Background: an optimization exercise with open tools, aiming at small area. Do not read the settings as production practice.
Function was checked by simulation only, so behaviour that the tests miss may differ from the original.
Power and IR drop assume default switching activity.

### flow/config.mk
export PLATFORM = sky130hd
export DESIGN_NAME = sigma_codec
export DESIGN_NICKNAME = sigma_codec
export VERILOG_FILES = /design/flow/design.v
export SDC_FILE = /design/flow/constraint.sdc
export NUM_CORES = 4
export LEC_CHECK = 0
export CAP_MARGIN = 20
export CORE_MARGIN = 2
export CORE_UTILIZATION = 65
export CTS_BUF_LIST = sky130_fd_sc_hd__clkbuf_8
export SLEW_MARGIN = 20
### flow/constraint.sdc
create_clock -name core_clock -period 8.0 [get_ports {clk}]
set_input_delay 1.6000 -clock core_clock [delete_from_list [all_inputs] [get_ports {clk}]]
set_output_delay 1.6000 -clock core_clock [all_outputs]
set_load 0.01 [all_outputs]
### flow/design.v
module sigma_codec (
    input  wire        clk,
    input  wire        rst,
    input  wire        start,
    input  wire [31:0] stream_len,
    output wire        busy,
    output wire        done,
    output wire [1:0]  stop_reason,
    output wire [31:0] final_cursor,
    output wire        mem_en,
    output wire [31:0] mem_addr,
    input  wire [7:0]  mem_rdata,
    output wire        log_valid,
    input  wire        log_ready,
    output wire [1:0]  log_kind,
    output wire [1:0]  log_err,
    output wire [7:0]  log_tag,
    output wire [31:0] log_cursor,
    output wire [31:0] log_consumed,
    output wire [7:0]  log_safeload,
    output wire [7:0]  log_channel,
    output wire [31:0] log_total_len,
    output wire [7:0]  log_chip,
    output wire [31:0] log_data_len,
    output wire [15:0] log_param,
    output wire        dev_req_valid,
    input  wire        dev_req_ready,
    output wire [7:0]  dev_req_chip,
    output wire [15:0] dev_req_param,
    output wire [31:0] dev_req_len,
    input  wire        dev_rsp_valid,
    input  wire [15:0] dev_rsp_len,
    output wire        dev_rd_en,
    output wire [15:0] dev_rd_addr,
    input  wire [7:0]  dev_rd_data,
    output wire        out_valid,
    input  wire        out_ready,
    output wire [7:0]  out_data
);
    localparam [4:0] S_IDLE  = 5'd0;    
    localparam [4:0] S_CLR   = 5'd1;    
    localparam [4:0] S_TAG   = 5'd2;    
    localparam [4:0] S_HCHK  = 5'd3;    
    localparam [4:0] S_INC   = 5'd4;    
    localparam [4:0] S_FB0   = 5'd5;    
    localparam [4:0] S_FB1   = 5'd6;    
    localparam [4:0] S_FDEC  = 5'd7;    
    localparam [4:0] S_FPAD  = 5'd8;    
    localparam [4:0] S_CMP   = 5'd9;    
    localparam [4:0] S_LOG   = 5'd10;   
    localparam [4:0] S_ADW   = 5'd11;   
    localparam [4:0] S_ADV   = 5'd12;   
    localparam [4:0] S_DREQ  = 5'd13;   
    localparam [4:0] S_DWAIT = 5'd14;   
    localparam [4:0] S_RW    = 5'd15;   
    localparam [4:0] S_RT0   = 5'd16;   
    localparam [4:0] S_RT1   = 5'd17;   
    localparam [4:0] S_HOUT  = 5'd18;   
    localparam [4:0] S_HRW   = 5'd19;   
    localparam [4:0] S_HROT  = 5'd20;   
    localparam [4:0] S_PW    = 5'd21;   
    localparam [4:0] S_PIDX  = 5'd22;   
    localparam [4:0] S_PRD   = 5'd23;   
    localparam [4:0] S_POUT  = 5'd24;   
    localparam [4:0] S_LOGE  = 5'd25;   
    localparam [4:0] S_FEND  = 5'd28;   
    localparam [4:0] S_FERR  = 5'd29;   
    localparam [4:0] S_FNP   = 5'd30;   
    reg [4:0]   st;
    reg [6:0]   c;          
    reg [3:0]   bc;         
    reg [31:0]  cur;        
    reg [31:0]  rem;        
    reg [103:0] sh;         
    reg         isw, isr;   
    reg         fl;         
    reg         md;         
    reg         cb, cc, cd;
    wire fin  = (st == S_FEND) | (st == S_FERR) | (st == S_FNP);
    wire idle = (st == S_IDLE) | fin;
    wire load = idle & start;
    assign busy         = ~idle;
    assign done         = fin;
    assign stop_reason  = {st == S_FNP, st == S_FERR};
    assign final_cursor = cur;
    assign mem_en   = (st == S_TAG) | (st == S_HCHK) | (st == S_FB0) |
                      (st == S_FB1) | (st == S_CMP) | (st == S_LOG) | (st == S_LOGE);
    assign mem_addr = cur;
    wire loge = (st == S_LOGE);
    assign log_valid     = (st == S_LOG) | loge;
    assign log_kind      = loge ? 2'd3 : isr ? 2'd0 : isw ? 2'd1 : 2'd2;
    assign log_err       = {1'b1, fl};
    assign log_tag       = mem_rdata;
    assign log_cursor    = cur;
    assign log_consumed  = {sh[87:60] & {28{~fl}}, sh[59:58] | {2{fl}}, sh[57:56] & {2{~fl}}};
    assign log_safeload  = sh[103:96];
    assign log_channel   = sh[95:88];
    assign log_total_len = sh[87:56];
    assign log_chip      = sh[55:48];
    assign log_data_len  = sh[47:16];
    assign log_param     = sh[15:0];
    assign dev_req_valid = (st == S_DREQ);
    assign dev_req_chip  = sh[55:48];
    assign dev_req_param = sh[15:0];
    assign dev_req_len   = sh[47:16];
    assign dev_rd_en     = (st == S_PRD) | (st == S_POUT);
    assign dev_rd_addr   = sh[15:0];
    wire   h_tag     = (bc == 4'd0);
    wire   h_win     = ~h_tag & ~(bc[3] & bc[2]);
    assign out_valid = (st == S_HOUT) | (st == S_POUT);
    assign out_data  = (st == S_POUT) ? dev_rd_data :
                       ((sh[7:0] & {8{h_win}}) | {4'd0, h_tag, 1'b0, h_tag, h_tag});
    wire [4:0]  bi     = c[4:0];                       
    wire        b0     = (bi == 5'd0);
    wire        e31    = (bi == 5'd31);
    wire        c12    = (bi == 5'd2) | (bi == 5'd3);
    wire        k_bit  = fl ? c12 : sh[56];
    reg         cx;
    always @(*) begin
        case (st)
            S_INC:   cx = (bi == 5'd0) | (bi == 5'd3) | (bi == 5'd1 & isr) | (bi == 5'd2 & isw);
            S_FDEC:  cx = 1'b1;
            default: cx = k_bit;
        endcase
    end
    wire cc_in   = (((st == S_FDEC) & md) ? (c[1:0] == 2'd0) : b0) ? 1'b0 : cc;
    wire cur_sum = cur[0] ^ cx ^ cc_in;
    wire cur_co  = (cur[0] & cx) | (cc_in & (cur[0] ^ cx));
    wire cur_lo  = (st == S_CLR) | (st == S_INC) | (st == S_FDEC) | (st == S_ADV);
    wire cur_hi  = cur_lo & ~((st == S_FDEC) & md);
    wire cur_in  = (st == S_CLR) ? 1'b0 : cur_sum;
    wire r       = rem[0];
    wire xb      = (st == S_HCHK) ? (isw ? (bi == 5'd1) | c12 : isr ? c12 : b0) : sh[56];
    wire cb_in   = b0 ? 1'b0 : cb;
    wire cb_bor  = (~r & xb) | (~(r ^ xb) & cb_in);
    wire c14     = (bi == 5'd1) | c12;
    wire s14     = sh[16] ^ c14 ^ cc_in;
    wire s14_co  = (sh[16] & c14) | (cc_in & (sh[16] ^ c14));
    wire xd      = (st == S_HCHK) ? b0 : (st == S_CMP) ? s14 : k_bit;
    wire cd_in   = b0 ? 1'b0 : cd;
    wire cd_bor  = (~r & xd) | (~(r ^ xd) & cd_in);
    wire rem_in  = (st == S_ADV) ? (r ^ xd ^ cd_in) : r;
    wire rt_pb   = sh[88] & ~bi[4];
    wire rt_k    = (bi == 5'd0) | c12;
    wire rt_s    = rt_pb ^ rt_k ^ cc;
    wire rt_co   = (rt_pb & rt_k) | (cc & (rt_pb ^ rt_k));
    wire p0      = (c[3:0] == 4'd0);
    wire pc_in   = p0 | cc;
    wire pi_s    = md & (sh[0] ^ pc_in);
    wire pe      = (p0 | cb) & (pi_s == sh[88]);
    wire hr_sh = (c[6:5] != 2'd0) & ~((bc == 4'd1) & (c[6:4] == 3'b010));
    wire full  = (st == S_FB1) | ((st == S_FPAD) & c[4]) | ((st == S_HROT) & hr_sh);
    wire en_p  = full | (st == S_PIDX) | (st == S_RT1);
    wire en_t  = full | (st == S_HCHK) | (st == S_CMP) | (st == S_ADV) | (st == S_RT1);
    wire en_d  = full | (st == S_CMP) | (st == S_RT0);
    wire en_q  = full | (st == S_PIDX);
    wire ins   = (st == S_FB1) ? mem_rdata[c[2:0]] : sh[0];
    wire t_in  = full ? sh[88] : (st == S_HCHK) ? b0 : (st == S_RT1) ? rt_s : sh[56];
    wire f_last = (bc == (isw ? 4'd12 : 4'd10));
    wire f_nib  = (cur[3:0] != 4'd0) & ~f_last;
    reg [4:0] nx;
    always @(*) begin
        nx = st;
        case (st)
            S_IDLE, S_FEND, S_FERR, S_FNP:
                nx = start ? S_CLR : S_IDLE;
            S_CLR:   if (e31) nx = S_TAG;
            S_TAG:   if (e31) nx = S_HCHK;
            S_HCHK:  if (e31) begin
                if (cd_bor)      nx = S_FEND;
                else if (cb_bor) nx = S_LOGE;
                else             nx = (isw | isr) ? S_INC : S_LOG;
            end
            S_INC:   if (e31) nx = S_FB0;
            S_FB0:   if (f_nib ? (c[2:0] == 3'd7) : (bi == 5'd23)) nx = S_FB1;
            S_FB1:   if (c[2:0] == 3'd7) nx = S_FDEC;
            S_FDEC:  if (md ? (c[1:0] == 2'd3) : e31)
                         nx = (bc != (isw ? 4'd13 : 4'd11)) ? S_FB0 : isw ? S_CMP : S_FPAD;
            S_FPAD:  if (e31) nx = S_CMP;
            S_CMP:   if (e31) nx = (isw & (cb_bor | s14_co | cd_bor)) ? S_LOGE : S_LOG;
            S_LOG:   if (log_ready) nx = S_ADW;
            S_ADW:   if (e31) nx = S_ADV;
            S_ADV:   if (e31) nx = isr ? S_DREQ : (cb_in | k_bit) ? S_TAG : S_FNP;
            S_DREQ:  if (dev_req_ready) nx = S_DWAIT;
            S_DWAIT: if (dev_rsp_valid) nx = S_RW;
            S_RW:    if (e31) nx = S_RT0;
            S_RT0:   if (e31) nx = S_RT1;
            S_RT1:   if (e31) nx = S_HOUT;
            S_HOUT:  if (out_ready) begin
                if (bc == 4'd13) nx = S_PW;
                else if (bc < 4'd11) nx = S_HRW;
            end
            S_HRW:   if (c == 7'd31) nx = S_HROT;
            S_HROT:  if (c == 7'd127) nx = S_HOUT;
            S_PW:    if (c[3:0] == 4'd15) nx = S_PIDX;
            S_PIDX:  if (c[3:0] == 4'd15) nx = ~pe ? S_PRD : fl ? S_FNP : S_TAG;
            S_PRD:   nx = S_POUT;
            S_POUT:  if (out_ready) nx = S_PW;
            S_LOGE:  if (log_ready) nx = S_FERR;
            default: nx = S_IDLE;
        endcase
    end
    always @(posedge clk) begin
        rem <= load ? stream_len : {rem_in, rem[31:1]};
        c   <= load ? 7'd0 : c + 7'd1;
        if (cur_hi)
            cur[31:4] <= {cur_in, cur[31:5]};
        if (cur_lo)
            cur[3:0] <= {cur_hi ? cur[4] : cur_in, cur[3:1]};
        if (en_p)
            sh[103:88] <= {full ? ins : sh[88], sh[103:89]};
        else if (st == S_DWAIT && dev_rsp_valid)
            sh[103:88] <= dev_rsp_len;
        if (en_t)
            sh[87:56] <= {t_in, sh[87:57]};
        if (full)
            sh[55:48] <= sh[56:49];
        if (en_d)
            sh[47:16] <= {full ? sh[48] : sh[16], sh[47:17]};
        if (en_q)
            sh[15:0] <= {full ? sh[16] : pi_s, sh[15:1]};
        case (st)
            S_HCHK: begin
                cb <= cb_bor;
                cd <= cd_bor;
                fl <= 1'b0;
                bc <= 4'd0;
            end
            S_CMP: begin
                cb <= cb_bor;
                cc <= s14_co;
                cd <= cd_bor;
                fl <= isw ? (cb_bor | s14_co | cd_bor) : cb_bor;
            end
            S_ADV: begin
                cc <= cur_co;
                cd <= cd_bor;
                cb <= cb_in | k_bit;
                if (e31) fl <= ~(cb_in | k_bit);
                bc <= 4'd0;
            end
            S_INC, S_FDEC: cc <= cur_co;
            S_FB0: md <= f_nib;
            S_FB1: if (c[2:0] == 3'd7) bc <= bc + 4'd1;
            S_RT0: cc <= (b0 | cc) & (sh[16] == (bi == 5'd2));
            S_RT1: cc <= rt_co;
            S_HOUT: if (out_ready) begin
                bc <= bc + 4'd1;
                md <= 1'b0;
            end
            S_PIDX: begin
                cc <= sh[0] & pc_in;
                cb <= pe;
            end
            S_POUT: md <= 1'b1;
            S_TAG: begin
                isw <= (mem_rdata == 8'h09);
                isr <= (mem_rdata == 8'h0a);
            end
            default: ;
        endcase
        if (rst)
            st <= S_IDLE;
        else
            st <= nx;
    end
endmodule
### flow/flow/run.sh
#!/bin/bash
# Own layout flow: the standard flow (standard.sh, unchanged synthesis,
# floorplan, power grid, placement, CTS and routing), except that the port
# buffers that global placement puts on every input and output use the
# platform's smallest buffer instead of the resizer's lowest-drive pick.
set -euo pipefail
export BUFFER_PORTS_ARGS="-buffer_cell sky130_fd_sc_hd__buf_1"
bash standard.sh > standard_flow.log 2>&1
### flow/standard.sh
#!/bin/bash
# synth_recipe.tcl (not shown) runs the flow's synth.tcl, then flattens the netlist and writes it again
# the make line also repeats each setting of config.mk as NAME=value (left out here)
make -C /OpenROAD-flow-scripts/flow DESIGN_CONFIG=/design/flow/config.mk WORK_HOME=/design/flow/orfs CLKGATE_MAP_FILE= SYNTH_SCRIPT=/design/flow/synth_recipe.tcl "${@:-finish}"
==> impl_metrics.ini <==
[outcome]
status = finished clean

[global_route]
grt_max_degree = 39
grt_pass1_vias = 6340
grt-ovfl-total = 0
grt_antenna_before_repair = 0
grt_first_pass_wirelength_mm = 36.1
grt_util_all_layers_pct = 29.6

[synth]
synth_cell_type_count = 77
ys_top_cells_by_count = 148 x buf_4, 147 x edfxtp_1, 126 x nand2_1
synth_edf_count = 147
synth-seq-cells = 191
syn_area_um2 = 9590
synth_nets = 958
yosysMostFrequentCell = buf_4
avgSynthCellArea_um2 = 11.0
dominantRegCellSynth = edfxtp_1
synthTopCellsByArea = edfxtp_1 46%, buf_4 12%, dfxtp_1 9.2%, nand2_1 4.9%, nor2b_1 2.8%
syn_inst = 872
ys_warn_count = 1
async_reset_ff_share_pct = 0
yosysSeqAreaShare_pct = 55.2
netlist.area_leader.share_pct = 46.0
synth.largest_area_cell = edfxtp_1

[detailed_routing]
vias_per_cell = 5.50
firstDrtPassIters = 6
routed_wl_mm = 24.2
drc = 0
ant_nets = 0
drt-initial-drc-count = 695
routed-via-count = 7217
wl_per_cell_um = 18.5

[final_layout]
area_growth_pct = 10.2
drive_above_1_share_pct = 5.59
finalNonFillerCells = 1312
diodes = 0
nNetsFinal = 1201
fin_util_pct = 73.0
num-fill-cells = 1098

[clocking]
ctsHoldBuffers = 0
cts_setup_buffers = 0
clkTransAtPathRegs_ps = 100
htreeDepth = 4
cts_tree = done
clock_sinks = 191
clk_latency_ps = 460
cts_resized = 0
clockBufferDepth = 2
cts_buffers = 17
clock-root-buffer = clkbuf_8

[floorplanning]
rows = 44
start_util_pct = 66.3
die-area_um2 = 15700
io_pins = 404
core_um2 = 14500
die-width_um = 125
die_h_um = 125

[critical_path]
cp.required_ps = 6400
startpoint = st[2]
ff2ff_setup_slack_ps = 3660
crit_end = out_data[2]
startpoint_type = flop
rr_endpoint = st[0]
arrival_ps = 3350
r2r-start = st[2]
cp-end-kind = output port
path_class = flop to output port
ff2ff_path_depth = 15
path_max_fanout = 32

[sta]
rsz0062_at_grt = false
max_freq_mhz = 202
skew_ps = 13.8
hold_violations = 0
tns_ps = 0
finalCritPeriodShare_pct = 61.9
min_period_ps = 4950
worst_slew_pin_slew_ps = 981
relSlewSlack_pct = 34.5
finalMaxSlewViolations = 0
fin_ws_ps = 3050
setup_violations = 0

[placed_design]
place.port_buffers = 402
dp_slack_ps = 3540
dp_hpwl_mm = 18.0
gp_congestion = 0.974
post-place-cells = 1280

[min_path]
hp-class = flop to flop

[power]
p_leak_nw = 3.80
total_power_mw = 3.10
ir_worst_vdd_mv = 0.242
p_per_area_nw_per_um2 = 293

[job]
max_cap_violations = 0
## per-layer routing
layer  global-route usage (%)  part of all wire (%)  up-vias
li1                         -                     -     3380
met1                     40.9                    40     3431
met2                     48.8                    50      385
met3                     5.99                   8.4       21
met4                     6.60                   1.1        0
met5                        0                     0        -
## worst max-delay path, cell delays in order, from the launching register on
cell      delay [ps]
dfxtp_1          980
nor2b_1          270
and3_1           440
a211oi_1         770
a22o_1           220
buf_1            210
## cell families (layout without fill, tap and decap cells)
kind of cell    count (synthesis)  after routing  share of synthesized area (%)
xor+xnor                        8              8                          0.730
fa+ha+maj                      15             15                           2.27
other cells                     1              1                         0.0391
buf+inv                       207            463                           14.3
mux                            33             33                           3.98
simple gates                  299            299                           15.2
compound gates                118            118                           8.26
flops                         191            191                           55.2
## cell usage in the layout (no fill, tap or decap), drive strengths merged, types with 14 or more instances in the layout
master,count
nand2,126
mux2,21
clkbuf,17
nand3,19
nor2b,43
buf,411
edfxtp,147
nor3,14
nor2,44
a21oi,25
inv,29
dfxtp,44
o21ai,33
## metrics by stage
step	instance area (µm²)	hold WS [ps]
final	10600	420
after global routing	10600	448
after CTS	10600	430
after detailed placement	10100	408
after global placement	10100	405
after floorplan	9590	399
## how the worst min path moves through the flow
stage / start / endpoint / slack [ps] / depth (start not counted)
3_5_place_dp: rem[28] / rem[27] / 410 / 2
5_1_grt: rem[2] / rem[1] / 450 / 2
6_report: rem[2] / rem[1] / 420 / 2
4_1_cts: rem[2] / rem[1] / 430 / 2
2_1_floorplan: rem[1] / rem[0] / 400 / 2
3_3_place_gp: rem[28] / rem[27] / 400 / 2
## sequential cells by signal, indices dropped and copies added, names as in the netlist
signal	flops
sh	104
cur	32
rem	32
c	7
st	5
bc	4
cb	1
cc	1
cd	1
fl	1
isr	1
isw	1
md	1
## power by group
group | leakage, nW | internal [mW] | total [mW] | switching (mW)
registers | 1.70 | 1.30 | 1.45 | 0.146
clock network | 0.233 | 0.347 | 0.696 | 0.349
logic | 1.86 | 0.338 | 0.954 | 0.617
## final cells by class
class | count | area [µm²] | share of cell area [%]
sequential | 191 | 5300 | 50.1
multi-input combinational | 474 | 2940 | 27.8
timing repair buffer | 411 | 1600 | 15.1
clock buffer | 17 | 234 | 2.21
tap | 184 | 230 | 2.18
clock inverter | 15 | 204 | 1.93
inverter | 20 | 75.1 | 0.710

## what the ideal ports hide
Ports are ideal in the flow. The routed layout listed here was re-timed in OpenROAD.
Step 1: set_driving_cell puts a clkbuf_16 on clk and a buf_2 on each other input, an assumption about the parent block.
Step 2 also shifts input and output timing later by t, the mid clock arrival at the registers, as if the neighbouring blocks saw the same clock.
Slacks: ideal / step 1 / step 2; pairs: ideal / step 1.
t (ns): 0.491
setup WS [ns]: 3.048 / 3.012 / 3.503
worst slew at a driven data input, ns: 0.10
cell pins on the clock port's net: 1
After both steps this run still meets setup and hold. For this run, drivers alone change the setup slack by -0.036 ns; drivers and shift together by +0.455 ns.
